Background: an optimization exercise with open tools, aiming at small area. Do not read the settings as production practice.
RTL that was checked went through simulation tests only; none was proved equivalent to the original.
No activity file was given, so power comes from the tool's default toggle rates.

// dcc_packet_core
module dcc_packet_core (
    input  wire         clk,
    input  wire         rst,           
    input  wire         cmd_valid,
    output wire         cmd_ready,
    input  wire [207:0] cmd_word,
    input  wire         cfg_we,
    input  wire         cfg_acc_rev,
    input  wire         pkt_done,      
    output wire [55:0]  tx_frame,      
    output wire [5:0]   tx_len,        
    output wire [3:0]   tx_slot,       
    output reg          rsp_valid,
    output reg  [1:0]   rsp_kind,      
    output wire [3:0]   rsp_slot,
    output wire [6:0]   rsp_speed,
    output wire         rsp_dir,
    output wire [2:0]   rsp_len,
    output wire [47:0]  rsp_bytes,
    output wire [7:0]   rsp_rep
);
==> flow/config.mk <==
export PLATFORM = sky130hd
export DESIGN_NAME = dcc_packet_core
export DESIGN_NICKNAME = dcc_packet_core
export VERILOG_FILES = /design/flow/design.v
export SDC_FILE = /design/flow/constraint.sdc
export NUM_CORES = 4
export LEC_CHECK = 0
export CAP_MARGIN = 20
export CORE_MARGIN = 2
export CORE_UTILIZATION = 40
export SLEW_MARGIN = 20
==> flow/constraint.sdc <==
create_clock -name core_clock -period 10.0 [get_ports {clk}]
set_input_delay 2.0000 -clock core_clock [delete_from_list [all_inputs] [get_ports {clk}]]
set_output_delay 2.0000 -clock core_clock [all_outputs]
set_load 0.01 [all_outputs]
standard.sh (not shown) runs the stock make flow with config.mk's settings and CLKGATE_MAP_FILE= SYNTH_SCRIPT=/design/flow/synth_recipe.tcl, a recipe that flattens the netlist after the stock synthesis.
==> flow/flow/run.sh <==
#!/bin/bash
# Standard ORFS layout (standard.sh), with two changes:
#  - each port gets a sky130_fd_sc_hd__buf_1 buffer (the default picks a larger cell);
#  - clock tree synthesis uses clkbuf_8 leaf clusters of up to 16 registers and
#    inserts no dummy loads.
set -euo pipefail
cd "$(dirname "$0")/.."
export BUFFER_PORTS_ARGS="-buffer_cell sky130_fd_sc_hd__buf_1"
export CTS_ARGS="-sink_clustering_enable -repair_clock_nets -dont_use_dummy_load -buf_list sky130_fd_sc_hd__clkbuf_8 -sink_clustering_size 16 -sink_clustering_max_diameter 60"
bash standard.sh > flow_standard.log 2>&1
Edit:
--- a/flow/config.mk
+++ b/flow/config.mk
@@ -9,3 +9,4 @@
 export CORE_MARGIN = 2
-export CORE_UTILIZATION = 40
+export CORE_UTILIZATION = 60
+export PLACE_DENSITY = 0.7
 export SLEW_MARGIN = 20
Result: The new run finished clean. Sequential share of layout area is higher by 0.81 points. Wire length is lower by 7.8%. Register-to-register slack loses 120 ps. Clock power stays flat.

---

Another version of the RTL of dcc_packet_core (not shown whole).
For scale: ~1800 cells after synthesis, about 740 flip-flops, roughly 360 I/O pins, ~21000 µm² of cells after synthesis.
export LEC_CHECK = 0
export CAP_MARGIN = 20
export CORE_MARGIN = 2
export CORE_UTILIZATION = 60
export PLACE_DENSITY = 0.7
export SLEW_MARGIN = 20
create_clock -name core_clock -period 10.0 [get_ports {clk}]
==> flow/flow/run.sh <==
#!/bin/bash
# Standard ORFS layout (standard.sh), with these changes:
#  - synthesis maps the combinational logic with an area-oriented ABC script,
#    without mapping adders to adder cells first
#    (flow/synth_area.tcl wraps the standard synth_recipe.tcl);
#  - each port gets a sky130_fd_sc_hd__buf_1 buffer (the default picks a larger cell);
#  - clock tree synthesis uses small leaf clusters of one buffer size and
#    inserts no dummy loads.
set -euo pipefail
cd "$(dirname "$0")/.."
export FLOW_WORK="$PWD"
export FLOW_ABC_SCRIPT="$PWD/flow/abc_area.script"
export BUFFER_PORTS_ARGS="-buffer_cell sky130_fd_sc_hd__buf_1"
export CTS_ARGS="-sink_clustering_enable -repair_clock_nets -dont_use_dummy_load -buf_list sky130_fd_sc_hd__clkbuf_4 -sink_clustering_size 10 -sink_clustering_max_diameter 40"
sed "s#SYNTH_SCRIPT=[^ ]*synth_recipe.tcl#SYNTH_SCRIPT=$PWD/flow/synth_area.tcl#" standard.sh > standard_area.sh
grep -q "synth_area.tcl" standard_area.sh
bash standard_area.sh > flow_standard.log 2>&1
==> flow/flow/abc_area.script <==
strash; &get -n; &deepsyn -T 60; &put; dch -f; amap; mfs2; strash; dch -f; amap; topo
==> flow/flow/synth_area.tcl <==
# Standard synthesis (synth_recipe.tcl, unchanged), except that
#  - the ABC call that maps the combinational logic to cells uses the area-oriented
#    script in abc_area.script;
#  - adders are not mapped to half/full adder cells before ABC (no ADDER_MAP_FILE),
#    so ABC maps all of the combinational logic.
# Registers are not touched by either, so they keep the standard synthesis's cells and names.
set ::env(ADDER_MAP_FILE) ""
proc abc {args} {
  set i [lsearch -exact $args -script]
  if {$i >= 0} {
    set args [lreplace $args $i [expr {$i + 1}] -script $::env(FLOW_ABC_SCRIPT)]
  }
  set j [lsearch -exact $args -D]
  if {$j >= 0} {
    set args [lreplace $args $j [expr {$j + 1}]]
  }
  yosys abc {*}$args
}
source $::env(FLOW_WORK)/synth_recipe.tcl
Next try:
==> flow/flow/abc_area.script (replaced) <==
strash; &get -n; &deepsyn -T 240; &put; dch -f; amap; mfs2; strash; dch -f; amap; topo
After rerunning: The changed run produced a clean layout; worst hold slack loses 0.022 ns; utilization shrinks by 0.17 points; synthesized cell count goes down by 1.7%.

---

JK:
Another version of the RTL of dcc_packet_core (not shown whole).
For scale: roughly 740 flip-flops, ~360 I/O pins.
clock: 10.0 ns
lec_check: 0
cap_margin: 20
core_margin: 2
core_utilization: 40
cts_buf_list: sky130_fd_sc_hd__clkbuf_4 sky130_fd_sc_hd__clkbuf_8
slew_margin: 20
run.sh (not shown) runs the stock make flow with config.mk's settings and CLKGATE_MAP_FILE= SYNTH_SCRIPT=/design/flow/synth_recipe.tcl, a recipe that flattens the netlist after the stock synthesis.
Stock flow here: none of the scripts above is used.
No stage failed in JK, and the final checks on the layout all came back clean.
#### Input delta (MS over JK)
- CTS_BUF_LIST removed (was sky130_fd_sc_hd__clkbuf_4 sky130_fd_sc_hd__clkbuf_8)
==> flow/flow/run.sh (new file) <==
#!/bin/bash
# Standard ORFS layout (standard.sh), with two changes:
#  - each port gets a sky130_fd_sc_hd__buf_1 buffer (the default picks a larger cell);
#  - clock tree synthesis uses small clock buffers and inserts no dummy loads.
set -euo pipefail
cd "$(dirname "$0")/.."
export BUFFER_PORTS_ARGS="-buffer_cell sky130_fd_sc_hd__buf_1"
export CTS_ARGS="-sink_clustering_enable -repair_clock_nets -dont_use_dummy_load -buf_list {sky130_fd_sc_hd__clkbuf_4 sky130_fd_sc_hd__clkbuf_8}"
bash standard.sh > flow_standard.log 2>&1
==> flow/standard.sh (new file) <==
#!/bin/bash
# synth_recipe.tcl (not shown) runs the flow's synth.tcl, then flattens the netlist and writes it again
# the make line also repeats each setting of config.mk as NAME=value (left out here)
make -C /OpenROAD-flow-scripts/flow DESIGN_CONFIG=/design/flow/config.mk WORK_HOME=/design/flow/orfs CLKGATE_MAP_FILE= SYNTH_SCRIPT=/design/flow/synth_recipe.tcl "${@:-finish}"
removed: flow/run.sh
--- outcome ---
- In MS the routed wire length turned out about 2.8% lower than in JK.
- Of MS and JK, JK shows the lower fraction of area in registers, with MS above it.
- Compared with JK, MS shows a lower clock power share.
- MS did not stop at any stage, and its layout met the timing, DRC and antenna checks.
- Of MS and JK, MS shows the lower logic depth of the worst setup path including buffers, with JK above it.
- On non-clock buffer count: MS sits above JK.
Function was not checked in any run of this note: the RTL went through the layout flow alone.

---

## build 47
dcc_packet_core, a different RTL version from the one above (not shown whole).
Size: roughly 1,800 cells after synthesis, about 360 I/O pins.
clock: 10.0 ns
lec_check: 0
cap_margin: 20
core_margin: 2
core_utilization: 60
place_density: 0.7
slew_margin: 20
standard.sh (not shown) runs the stock make flow with config.mk's settings and CLKGATE_MAP_FILE= SYNTH_SCRIPT=/design/flow/synth_recipe.tcl, a recipe that flattens the netlist after the stock synthesis.
==> flow/flow/run.sh <==
#!/bin/bash
# Standard ORFS layout (standard.sh), with these changes:
#  - synthesis maps the combinational logic with an area-oriented ABC script,
#    without mapping adders to adder cells first
#    (flow/synth_area.tcl wraps the standard synth_recipe.tcl);
#  - each port gets a sky130_fd_sc_hd__buf_1 buffer (the default picks a larger cell);
#  - clock tree synthesis uses small leaf clusters of one buffer size and
#    inserts no dummy loads.
set -euo pipefail
cd "$(dirname "$0")/.."
export FLOW_WORK="$PWD"
export FLOW_ABC_SCRIPT="$PWD/flow/abc_area.script"
export BUFFER_PORTS_ARGS="-buffer_cell sky130_fd_sc_hd__buf_1"
export CTS_ARGS="-sink_clustering_enable -repair_clock_nets -dont_use_dummy_load -buf_list sky130_fd_sc_hd__clkbuf_4 -sink_clustering_size 12 -sink_clustering_max_diameter 45"
sed "s#SYNTH_SCRIPT=[^ ]*synth_recipe.tcl#SYNTH_SCRIPT=$PWD/flow/synth_area.tcl#" standard.sh > standard_area.sh
grep -q "synth_area.tcl" standard_area.sh
bash standard_area.sh > flow_standard.log 2>&1
==> flow/flow/abc_area.script <==
strash; &get -n; &deepsyn -T 240; &put; dch -f; amap; mfs2; strash; dch -f; amap; topo
Scripts as last shown in full above: flow/flow/synth_area.tcl
Build 47 finished end to end and its layout was clean on timing, DRC and antenna.
## Diff of input files: build 1 against build 47
-- flow/flow/run.sh --
<<< build 47, line 13
export BUFFER_PORTS_ARGS="-buffer_cell sky130_fd_sc_hd__buf_1"
export CTS_ARGS="-sink_clustering_enable -repair_clock_nets -dont_use_dummy_load -buf_list sky130_fd_sc_hd__clkbuf_4 -sink_clustering_size 12 -sink_clustering_max_diameter 45"
sed "s#SYNTH_SCRIPT=[^ ]*synth_recipe.tcl#SYNTH_SCRIPT=$PWD/flow/synth_area.tcl#" standard.sh > standard_area.sh
>>> build 1, line 13
export BUFFER_PORTS_ARGS="-buffer_cell sky130_fd_sc_hd__buf_1"
export CTS_ARGS="-sink_clustering_enable -repair_clock_nets -dont_use_dummy_load -buf_list sky130_fd_sc_hd__clkbuf_4 -sink_clustering_size 11 -sink_clustering_max_diameter 45"
sed "s#SYNTH_SCRIPT=[^ ]*synth_recipe.tcl#SYNTH_SCRIPT=$PWD/flow/synth_area.tcl#" standard.sh > standard_area.sh
## What came out
Build 1 — power share of the combinational group 0.2 points lower, build 47 as reference. When build 1 is measured against build 47, its clock network contribution to total cell area turns out 0.16 points higher. [compare] base=build 47 new=build 1: number of global-route vias before repair decreased 1.2%; number of standard cells in the final layout excluding fillers ~0 delta; non-clock buffer count shows no meaningful change; instance area at placement now sits at about the same level. Clock network power share (higher): build 1.
#### Input delta (build 16 over build 1)
-- flow/flow/run.sh --
<<< build 1, line 13
export BUFFER_PORTS_ARGS="-buffer_cell sky130_fd_sc_hd__buf_1"
export CTS_ARGS="-sink_clustering_enable -repair_clock_nets -dont_use_dummy_load -buf_list sky130_fd_sc_hd__clkbuf_4 -sink_clustering_size 11 -sink_clustering_max_diameter 45"
sed "s#SYNTH_SCRIPT=[^ ]*synth_recipe.tcl#SYNTH_SCRIPT=$PWD/flow/synth_area.tcl#" standard.sh > standard_area.sh
>>> build 16, line 13
export BUFFER_PORTS_ARGS="-buffer_cell sky130_fd_sc_hd__buf_1"
export CTS_ARGS="-sink_clustering_enable -repair_clock_nets -dont_use_dummy_load -buf_list sky130_fd_sc_hd__clkbuf_4 -sink_clustering_size 10 -sink_clustering_max_diameter 40"
sed "s#SYNTH_SCRIPT=[^ ]*synth_recipe.tcl#SYNTH_SCRIPT=$PWD/flow/synth_area.tcl#" standard.sh > standard_area.sh
### Flow results
- On power per unit of standard cell area, the higher figure sits with build 16, not build 1.
- Compared with build 1, build 16 shows a via density per instance that is about 0.9% higher.
- Status: share of total power consumed by net switching parity (build 1, build 16)
- Build 1 vs build 16, highest routing layer actually used: met5 vs met4
- Summary: with build 1 as the reference, filler cell count in build 16 moved up slightly.
- Relative to build 1, proportion of layout cells with a drive suffix above 1 has increased by 0.32 points in build 16.

---

Setup of oak:
dcc_packet_core, a different RTL version from the one above (not shown whole).
Size in the first run: about 2000 cells after synthesis, about 360 I/O pins, roughly 22000 sq um of cells after synthesis.
export LEC_CHECK = 0
export CAP_MARGIN = 20
export CORE_MARGIN = 2
export CORE_UTILIZATION = 60
export PLACE_DENSITY = 0.7
export SLEW_MARGIN = 20
create_clock -name core_clock -period 10.0 [get_ports {clk}]
==> flow/flow/run.sh <==
#!/bin/bash
# Standard ORFS layout (standard.sh), with these changes:
#  - synthesis maps the combinational logic with an area-oriented ABC script
#    (flow/synth_area.tcl wraps the standard synth_recipe.tcl);
#  - each port gets a sky130_fd_sc_hd__buf_1 buffer (the default picks a larger cell);
#  - clock tree synthesis uses small leaf clusters of one buffer size and
#    inserts no dummy loads.
set -euo pipefail
cd "$(dirname "$0")/.."
export FLOW_WORK="$PWD"
export FLOW_ABC_SCRIPT="$PWD/flow/abc_area.script"
export BUFFER_PORTS_ARGS="-buffer_cell sky130_fd_sc_hd__buf_1"
export CTS_ARGS="-sink_clustering_enable -repair_clock_nets -dont_use_dummy_load -buf_list sky130_fd_sc_hd__clkbuf_4 -sink_clustering_size 10 -sink_clustering_max_diameter 40"
sed "s#SYNTH_SCRIPT=[^ ]*synth_recipe.tcl#SYNTH_SCRIPT=$PWD/flow/synth_area.tcl#" standard.sh > standard_area.sh
grep -q "synth_area.tcl" standard_area.sh
bash standard_area.sh > flow_standard.log 2>&1
==> flow/flow/abc_area.script <==
strash; &get -n; &dch -f; &nf -a; &put; mfs2; strash; dch -f; map -a; topo
==> flow/flow/synth_area.tcl <==
# Standard synthesis (synth_recipe.tcl, unchanged), except that the ABC call that maps
# the combinational logic to cells uses the area-oriented script in abc_area.script.
# Registers are not touched by ABC, so they keep the standard synthesis's cells and names.
proc abc {args} {
  set i [lsearch -exact $args -script]
  if {$i >= 0} {
    set args [lreplace $args $i [expr {$i + 1}] -script $::env(FLOW_ABC_SCRIPT)]
  }
  set j [lsearch -exact $args -D]
  if {$j >= 0} {
    set args [lreplace $args $j [expr {$j + 1}]]
  }
  yosys abc {*}$args
}
source $::env(FLOW_WORK)/synth_recipe.tcl
The inputs of pine differ from those of oak as listed below.
==> flow/flow/abc_area.script <==
strash; &get -n; &deepsyn -T 60; &put; dch -f; amap; mfs2; strash; dch -f; amap; topo
Results
- Between oak and pine, the utilization figures differ only marginally.
- | worst setup slack | pine vs oak | 1.82 ns lower |
- Comparing number of non-clock buffers in the layout for oak and pine, the smaller number came from pine.
- Cell area | pine vs oak | pine smaller
- Between oak and pine, the synthesized instance count is higher for oak.
- oak has a higher number of global-route vias before repair than pine.
- Compared pine against oak; synthesis-to-layout area growth within noise.

## afterwards: timing with drivers on the ports
The flow's constraints put no driver on any port. The routed layouts listed below were extracted and timed again, unchanged, in two steps. Step 1, drivers: a clkbuf_16 drives clk and a buf_2 each remaining input, both assumed. Step 2 times the ports against the registers' clock, not the clock port: input delays grow and output delays shrink by t, the midpoint of the rising clock arrivals with the driver on. a / b / c = ideal / step 1 / step 2; a / b = the first two.
| run | shift t [ns] | setup WS [ns] | worst hold slack (ns) | worst setup path at the end | worst data-port slew with drivers (ns) |
|---|---|---|---|---|---|
| the first run of note 1 | 0.683 | 5.080 / 5.114 / 4.430 | 0.260 / 0.260 / 0.260 | input to register | 0.16 |
| the second run of note 1 | 0.660 | 5.113 / 5.083 / 4.423 | 0.274 / 0.274 / 0.274 | input to register | 0.19 |
| the first run of note 2 | 0.793 | 4.203 / 4.156 / 3.362 | 0.302 / 0.302 / 0.302 | input to register | 0.12 |
| the second run of note 2 | 0.786 | 4.242 / 4.190 / 3.636 | 0.280 / 0.280 / 0.280 | input to register | 0.09 |
| JK | 0.754 | 4.244 / 4.241 / 3.503 | 0.297 / 0.297 / 0.297 | input to register | 0.08 |
| MS | 0.695 | 4.852 / 4.788 / 4.254 | 0.268 / 0.268 / 0.268 | input to register | 0.08 |
| build 47 | 0.750 | 4.429 / 4.454 / 3.703 | 0.248 / 0.248 / 0.248 | input to register | 0.10 |
| build 1 | 0.772 | 4.197 / 4.221 / 3.449 | 0.300 / 0.300 / 0.300 | input to register | 0.10 |
| build 16 | 0.797 | 4.441 / 4.468 / 3.671 | 0.292 / 0.292 / 0.292 | input to register | 0.10 |
| oak | 0.791 | 4.859 / 4.809 / 4.236 | 0.276 / 0.276 / 0.276 | input to register | 0.09 |
| pine | 0.776 | 3.037 / 3.062 / 2.286 | 0.257 / 0.257 / 0.257 | input to register | 0.10 |
After both steps every run listed still meets setup and hold. For the first run of note 2, which loses most, drivers alone change the setup slack by -0.047 ns; drivers and shift together by -0.841 ns.
